What follows belongs to an exercise in optimizing a design on an open flow for small area, a short achievable clock period and few clock cycles per item; a production flow would make more cautious choices. The RTL was checked by simulation tests, not by an equivalence proof against the original design. Power figures rest on the tool's default switching activity, not on a simulated workload.

## run 1
## fcodec_rx
module fcodec_rx (
    input  wire        clk,
    input  wire        rst,
    input  wire        host_req,
    input  wire        host_we,
    input  wire [11:0] host_addr,
    input  wire [15:0] host_wdata,
    output wire        host_ack,
    output reg  [15:0] host_rdata,
    input  wire        rx_valid,
    input  wire        rx_fail,
    input  wire [7:0]  rx_data,
    output wire        rx_ready
);
    localparam [1:0] PH_IDLE   = 2'd0;
    localparam [1:0] PH_RECV   = 2'd1;
    localparam [1:0] PH_FAILED = 2'd2;
    localparam [1:0] PH_DEC    = 2'd3;
    localparam [3:0] ST_OK     = 4'h0;
    localparam [3:0] ST_TRUNC  = 4'h2;
    localparam [3:0] ST_INTEG  = 4'h3;
    localparam [3:0] ST_XPORT  = 4'h4;
    localparam [3:0] ST_BADHDR = 4'h5;
    localparam [3:0] ST_BADLEN = 4'h6;
    localparam [3:0] ST_INPROG = 4'hE;
    localparam [3:0] ST_NONE   = 4'hF;
    reg [1:0] phase;
    reg [2:0] operr;
    reg [3:0] rx_status;
    reg [8:0] rx_nbytes;
    reg [8:0] rx_count;
    reg [7:0] rx_len, rx_cmd, rx_ctrl, rx_csum_exp, rx_csum_rcv;
    reg       rx_valid_r;
    reg [8:0] trk_m;
    reg [7:0] trk_sum;
    reg [7:0] trk_last;
    reg [2:0] rot;
    reg [7:0] lo [0:7];
    reg [7:0] hi [0:2];
    reg [7:0] ring [0:247];
    reg [8:0] pf_addr;
    reg [7:0] pf_data;
    reg       pf_ok;
    reg [8:0] ma;
    wire ph_idle = (phase == PH_IDLE);
    wire ph_recv = (phase == PH_RECV);
    wire ph_fail = (phase == PH_FAILED);
    wire ph_dec  = (phase == PH_DEC);
    wire host_rxf  = (host_addr[11:9] == 3'b010);
    wire host_ring = host_rxf && !host_addr[8] && (host_addr[7:3] != 5'd0);
    wire wr_wait   = host_ring && (host_addr[2:0] != rot);
    wire pf_match  = (pf_addr == host_addr[8:0]);
  ...
==> flow/config.mk <==
export PLATFORM = sky130hd
export DESIGN_NAME = fcodec_rx
export DESIGN_NICKNAME = fcodec_rx
export VERILOG_FILES = /design/flow/design.v
export SDC_FILE = /design/flow/constraint.sdc
export NUM_CORES = 4
export LEC_CHECK = 0
export CAP_MARGIN = 20
export CORE_MARGIN = 2
export CORE_UTILIZATION = 40
export CTS_CLUSTER_DIAMETER = 80
export CTS_CLUSTER_SIZE = 28
export PLACE_DENSITY = 0.6
export SETUP_SLACK_MARGIN = 4.3
export SLEW_MARGIN = 20
==> flow/constraint.sdc <==
create_clock -name core_clock -period 10.0 [get_ports {clk}]
set_input_delay 2.0000 -clock core_clock [delete_from_list [all_inputs] [get_ports {clk}]]
set_output_delay 2.0000 -clock core_clock [all_outputs]
set_load 0.01 [all_outputs]
run.sh (not shown) runs the stock make flow with config.mk's settings and CLKGATE_MAP_FILE= SYNTH_SCRIPT=/design/flow/synth_recipe.tcl, a recipe that flattens the netlist after the stock synthesis.
Run 1 finished every stage and its layout cleared the timing, design-rule and antenna checks.
Testbench counts of run 1, summed over its fixed seeds: cycles 83,193, frames 960.
Edits applied to the flow inputs when going from run 1 to run 2:
- SETUP_SLACK_MARGIN: 4.3 -> 5
- CORE_UTILIZATION: 40 -> 50
==> run notes <==
Relative max-transition margin, run 1 and run 2: smaller value in run 2. Final cell area: run 2 above run 1. NOTE via count of the first global-routing pass run 1->run 2 decreased slightly. Going from run 1 to run 2, total length of routed wires higher, total setup buffers inserted after CTS increased by 27 relative to the old numbers, hold slack moved down. The core of run 2 is more densely filled than that of run 1. Delta (run 2 minus run 1): post-layout total power ~0 delta, setup slack +0.34 ns, non-clock buffer count +40.
> inputs changed (run 2 -> run 3)
- swapping 50 for 40 in CORE_UTILIZATION
## What came out
Result: PASS for each of run 3 and run 2
First-iteration DRC count on run 3 is down relative to run 2.
Comparing run 3 and run 2, worst-case setup slack after placement is lower on run 3.
Via count of the first global-routing pass (higher): run 3
Relative to run 2, wire length decreased by 2200 µm in run 3.
Of the two values seen for cell at the slowest stage of the critical path, sky130_fd_sc_hd__buf_2 was produced by run 3 and sky130_fd_sc_hd__mux2i_1 by run 2.
Post-CTS setup buffer count, run 3 and run 2: lower on run 2
The end-of-flow core utilization in run 3 sits 11 points below the value recorded for run 2.
Floorplan die width was higher in run 3 than in run 2.
Delta (run 3 minus run 2): met1 demand-to-capacity share in global routing shows a reduction of 8.9 points, standard-cell row count now sits higher.
Inputs modified between run 3 and run 4:
- a change of CTS_CLUSTER_DIAMETER from 80 to 70
- a change of CORE_UTILIZATION from 40 to 60
- a change of CTS_CLUSTER_SIZE from 28 to 26
- a change of PLACE_DENSITY from 0.6 to 0.65
==> comparison <==
Between run 4 and run 3, area added between synthesis and finish is higher for run 3, run 4 comes in under that. Across both runs, global-route met1 utilization was higher for run 4 than for run 3. Run 3 has lower fraction of area in clock buffers and inverters than run 4. On run 4: instance count on the critical path is 4 lower than what run 3 gave. The post-route worst hold slack in run 4 sits 0.026 ns above the value recorded for run 3. Comparing run 4 with run 3, the register clock-pin slew on the reported worst setup and hold paths came out essentially unchanged. From run 3 to run 4 the numbers moved as follows: final core utilization went up; count of buffers not belonging to the clock network in the layout went down; die outline area went down; met3 track utilization from global routing went up.

========
Another version of the RTL of fcodec_rx (not shown whole).
Size: ~4200 cells after synthesis, about 2200 flip-flops, about 60 I/O pins.
clock: 10.0 ns
lec_check: 0
cap_margin: 20
core_margin: 2
core_utilization: 40
place_density: 0.6
setup_slack_margin: 5
slew_margin: 20
Testbench counts at the start, summed over its fixed seeds: cycles 82,249, frames 960.
Change:
SETUP_SLACK_MARGIN = unset   (was 5)
The changed run passed the timing, design-rule and antenna checks.
Wire length decreases by 3.4%.
Maximum frequency decreases by about 24%.
Power increases by 0.56%.
Count of clock-buffer cells in the layout decreases by 19.
Design area decreases by 3.3%.
Non-clock buffer count decreases by 121.
Setup slack degrades by 2200 ps.
Combinational power decreases by 20%.
Core utilization decreases by 1.6 points.
Synthesized area does not change.

========
== try-raven ==
RTL: one of the versions met above, not the one the previous note started from.
Size in the first run: ~4300 cells after synthesis, roughly 2200 flip-flops, about 60 I/O pins, about 60000 sq um of cells after synthesis.
==> flow/config.mk <==
export PLATFORM = sky130hd
export DESIGN_NAME = fcodec_rx
export DESIGN_NICKNAME = fcodec_rx
export VERILOG_FILES = /design/flow/design.v
export SDC_FILE = /design/flow/constraint.sdc
export NUM_CORES = 4
export LEC_CHECK = 0
export CAP_MARGIN = 20
export CORE_MARGIN = 2
export CORE_UTILIZATION = 40
export PLACE_DENSITY = 0.6
export SETUP_SLACK_MARGIN = 5
export SLEW_MARGIN = 20
==> flow/constraint.sdc <==
create_clock -name core_clock -period 10.0 [get_ports {clk}]
set_input_delay 2.0000 -clock core_clock [delete_from_list [all_inputs] [get_ports {clk}]]
set_output_delay 2.0000 -clock core_clock [all_outputs]
set_load 0.01 [all_outputs]
standard.sh (not shown) runs the stock make flow with config.mk's settings and CLKGATE_MAP_FILE= SYNTH_SCRIPT=/design/flow/synth_recipe.tcl, a recipe that flattens the netlist after the stock synthesis.
==> flow/flow/run.sh <==
#!/bin/bash
# Layout: the standard ORFS flow (standard.sh, synthesis included), with
# two changes:
#  - slow wide OR/NOR cells (or3, or4, nor3, nor4 and the 5-input
#    and-or/or-and cells) are added to the platform's don't-use list, so
#    that synthesis and the resizer build the port-to-port logic from
#    faster gates;
#  - clock tree: clkbuf_8 sink buffers in larger sink clusters, no dummy
#    loads.
# ORFS writes each step's log under orfs/logs/; make's own output goes to
# flow_make.log.
set -euo pipefail
export DONT_USE_CELLS="sky130_fd_sc_hd__or4_1 sky130_fd_sc_hd__or4_2 sky130_fd_sc_hd__or4_4 sky130_fd_sc_hd__or4b_1 sky130_fd_sc_hd__or4b_2 sky130_fd_sc_hd__or4b_4 sky130_fd_sc_hd__or4bb_1 sky130_fd_sc_hd__or4bb_2 sky130_fd_sc_hd__or4bb_4 sky130_fd_sc_hd__nor4_1 sky130_fd_sc_hd__nor4_2 sky130_fd_sc_hd__nor4_4 sky130_fd_sc_hd__nor4b_1 sky130_fd_sc_hd__nor4b_2 sky130_fd_sc_hd__nor4b_4 sky130_fd_sc_hd__nor4bb_1 sky130_fd_sc_hd__nor4bb_2 sky130_fd_sc_hd__nor4bb_4 sky130_fd_sc_hd__or3_1 sky130_fd_sc_hd__or3_2 sky130_fd_sc_hd__or3_4 sky130_fd_sc_hd__or3b_1 sky130_fd_sc_hd__or3b_2 sky130_fd_sc_hd__or3b_4 sky130_fd_sc_hd__nor3_1 sky130_fd_sc_hd__nor3_2 sky130_fd_sc_hd__nor3_4 sky130_fd_sc_hd__nor3b_1 sky130_fd_sc_hd__nor3b_2 sky130_fd_sc_hd__nor3b_4 sky130_fd_sc_hd__a2111o_1 sky130_fd_sc_hd__a2111o_2 sky130_fd_sc_hd__a2111o_4 sky130_fd_sc_hd__a2111oi_0 sky130_fd_sc_hd__a2111oi_1 sky130_fd_sc_hd__a2111oi_2 sky130_fd_sc_hd__a2111oi_4 sky130_fd_sc_hd__o2111a_1 sky130_fd_sc_hd__o2111a_2 sky130_fd_sc_hd__o2111a_4 sky130_fd_sc_hd__o2111ai_1 sky130_fd_sc_hd__o2111ai_2 sky130_fd_sc_hd__o2111ai_4 sky130_fd_sc_hd__o41ai_1 sky130_fd_sc_hd__o41ai_2 sky130_fd_sc_hd__o41ai_4 sky130_fd_sc_hd__o41a_1 sky130_fd_sc_hd__o41a_2 sky130_fd_sc_hd__o41a_4"
CTS="-sink_clustering_enable -repair_clock_nets -dont_use_dummy_load"
CTS="$CTS -buf_list sky130_fd_sc_hd__clkbuf_8 -sink_buffer_max_cap_derate 1.0"
CTS="$CTS -sink_clustering_size 18 -sink_clustering_max_diameter 50"
bash standard.sh "CTS_ARGS=$CTS" finish > flow_make.log 2>&1
Testbench counts of try-raven, summed over its fixed seeds: cycles 83,193, frames 960.
> inputs changed (try-raven -> try-indigo)
==> flow/flow/run.sh <==
#!/bin/bash
# Layout: the standard ORFS flow (standard.sh), changed only in the
# clock tree options: clkbuf_8 sink buffers in larger sink clusters, and no
# dummy loads. ORFS writes each step's log under orfs/logs/; make's own
# output goes to flow_make.log.
set -euo pipefail
CTS="-sink_clustering_enable -repair_clock_nets -dont_use_dummy_load"
CTS="$CTS -buf_list sky130_fd_sc_hd__clkbuf_8 -sink_buffer_max_cap_derate 1.0"
CTS="$CTS -sink_clustering_size 18 -sink_clustering_max_diameter 50"
bash standard.sh "CTS_ARGS=$CTS" finish > flow_make.log 2>&1
[summary]
try-indigo has completed all stages; timing, DRC and antenna checks passed.
Diff try-indigo..try-raven | leakage power of the design | unchanged
Comparing try-indigo with try-raven, the required time at the endpoint of the critical path came out essentially unchanged.
[compare] base=try-raven new=try-indigo: combinational-cell power consumption neither gained nor lost much; inverter count stayed essentially flat; non-clock buffer count neither gained nor lost much; final standard cell count with taps included and fillers excluded now sits at about the same level.
Inputs modified between try-indigo and try-tundra:
==> flow/run.sh (new file) <==
#!/bin/bash
# synth_recipe.tcl (not shown) runs the flow's synth.tcl, then flattens the netlist and writes it again
# the make line also repeats each setting of config.mk as NAME=value (left out here)
make -C /OpenROAD-flow-scripts/flow DESIGN_CONFIG=/design/flow/config.mk WORK_HOME=/design/flow/orfs CLKGATE_MAP_FILE= SYNTH_SCRIPT=/design/flow/synth_recipe.tcl finish
diff --git a/flow/config.mk b/flow/config.mk
--- a/flow/config.mk
+++ b/flow/config.mk
@@ -11 +11,3 @@
-export PLACE_DENSITY = 0.6
+export CTS_CLUSTER_DIAMETER = 80
+export CTS_CLUSTER_SIZE = 28
+export PLACE_DENSITY = 0.5
removed: flow/flow/run.sh
removed: flow/standard.sh
Findings:
Both conditions hold for try-tundra: the flow ran to the end and the final layout passed the timing, design-rule and antenna checks.
Compared with try-indigo, try-tundra shows number of nets in the final layout lower by about 1%.
The higher total wire length after detailed routing came out of try-tundra.
Cmp try-tundra vs try-indigo: cell-internal power higher in try-tundra
Of try-tundra and try-indigo, the lower design area belongs to try-indigo.
try-tundra: count of clock-buffer cells in the layout lower than try-indigo
In the reports for try-tundra and try-indigo, the smaller sequential share of layout area belongs to try-tundra.
Measured against each other, try-tundra and try-indigo differ in power density over the cells, the lower figure coming from try-indigo.
## Diff of input files: try-amber against try-tundra
diff --git a/flow/config.mk b/flow/config.mk
--- a/flow/config.mk
+++ b/flow/config.mk
@@ -13,2 +13,2 @@
-export PLACE_DENSITY = 0.5
-export SETUP_SLACK_MARGIN = 5
+export PLACE_DENSITY = 0.6
+export SETUP_SLACK_MARGIN = 4.6
Results
~same register area in try-tundra and try-amber. Summary: with try-tundra as the reference, pin count of the biggest net entering global routing in try-amber moved up by a few percent. Final period utilization delta for try-amber relative to try-tundra: 0.87 points higher. Side by side, DRC marker count from the first detailed-route iteration turned out higher in try-amber than in try-tundra. In the reports for try-tundra and try-amber, the smaller critical path depth belongs to try-tundra. Compared with try-tundra, in try-amber worst setup margin now sits lower, routed wire length now sits lower.

-- what the ideal ports hide --
How much do the figures lean on ideal ports? The routed layouts below were timed once more, with nothing changed but the port constraints.
Step 1 sets driving cells, clkbuf_16 on the clock port and buf_2 on the other inputs (assumed; they add their load-dependent delay and slew).
Step 2 times the ports against the registers' clock, not the clock port: input delays grow and output delays shrink by t, the midpoint of the rising clock arrivals with the driver on.
a / b / c = no drivers / after step 1 / after step 2; a / b = the first two.
run	shift t [ns]	slack for setup (ns)	worst setup path after step 2	clock arrival spread, ns	pins driven straight from the clock port
run 1	0.793	4.320 / 4.292 / 3.691	input to register	0.063 / 0.063	1
run 2	0.777	4.662 / 4.587 / 4.349	input to register	0.042 / 0.042	1
run 3	0.804	4.623 / 4.560 / 4.279	input to register	0.054 / 0.053	1
run 4	0.789	4.631 / 4.579 / 4.134	input to register	0.044 / 0.044	1
the first run of note 2	0.868	3.044 / 2.995 / 2.995	input to output	0.065 / 0.064	1
the second run of note 2	0.881	0.833 / 0.803 / 0.803	input to output	0.064 / 0.063	1
try-raven	0.920	4.559 / 4.519 / 4.089	input to register	0.133 / 0.133	1
try-indigo	0.920	4.559 / 4.519 / 4.089	input to register	0.133 / 0.133	1
try-tundra	0.791	4.673 / 4.617 / 4.234	input to register	0.063 / 0.063	1
try-amber	0.790	4.586 / 4.534 / 4.077	input to register	0.055 / 0.054	1
After both steps setup and hold are still met in every run listed. The setup slack of run 1, which loses most, moves by -0.028 ns with the drivers and by -0.629 ns with both steps.
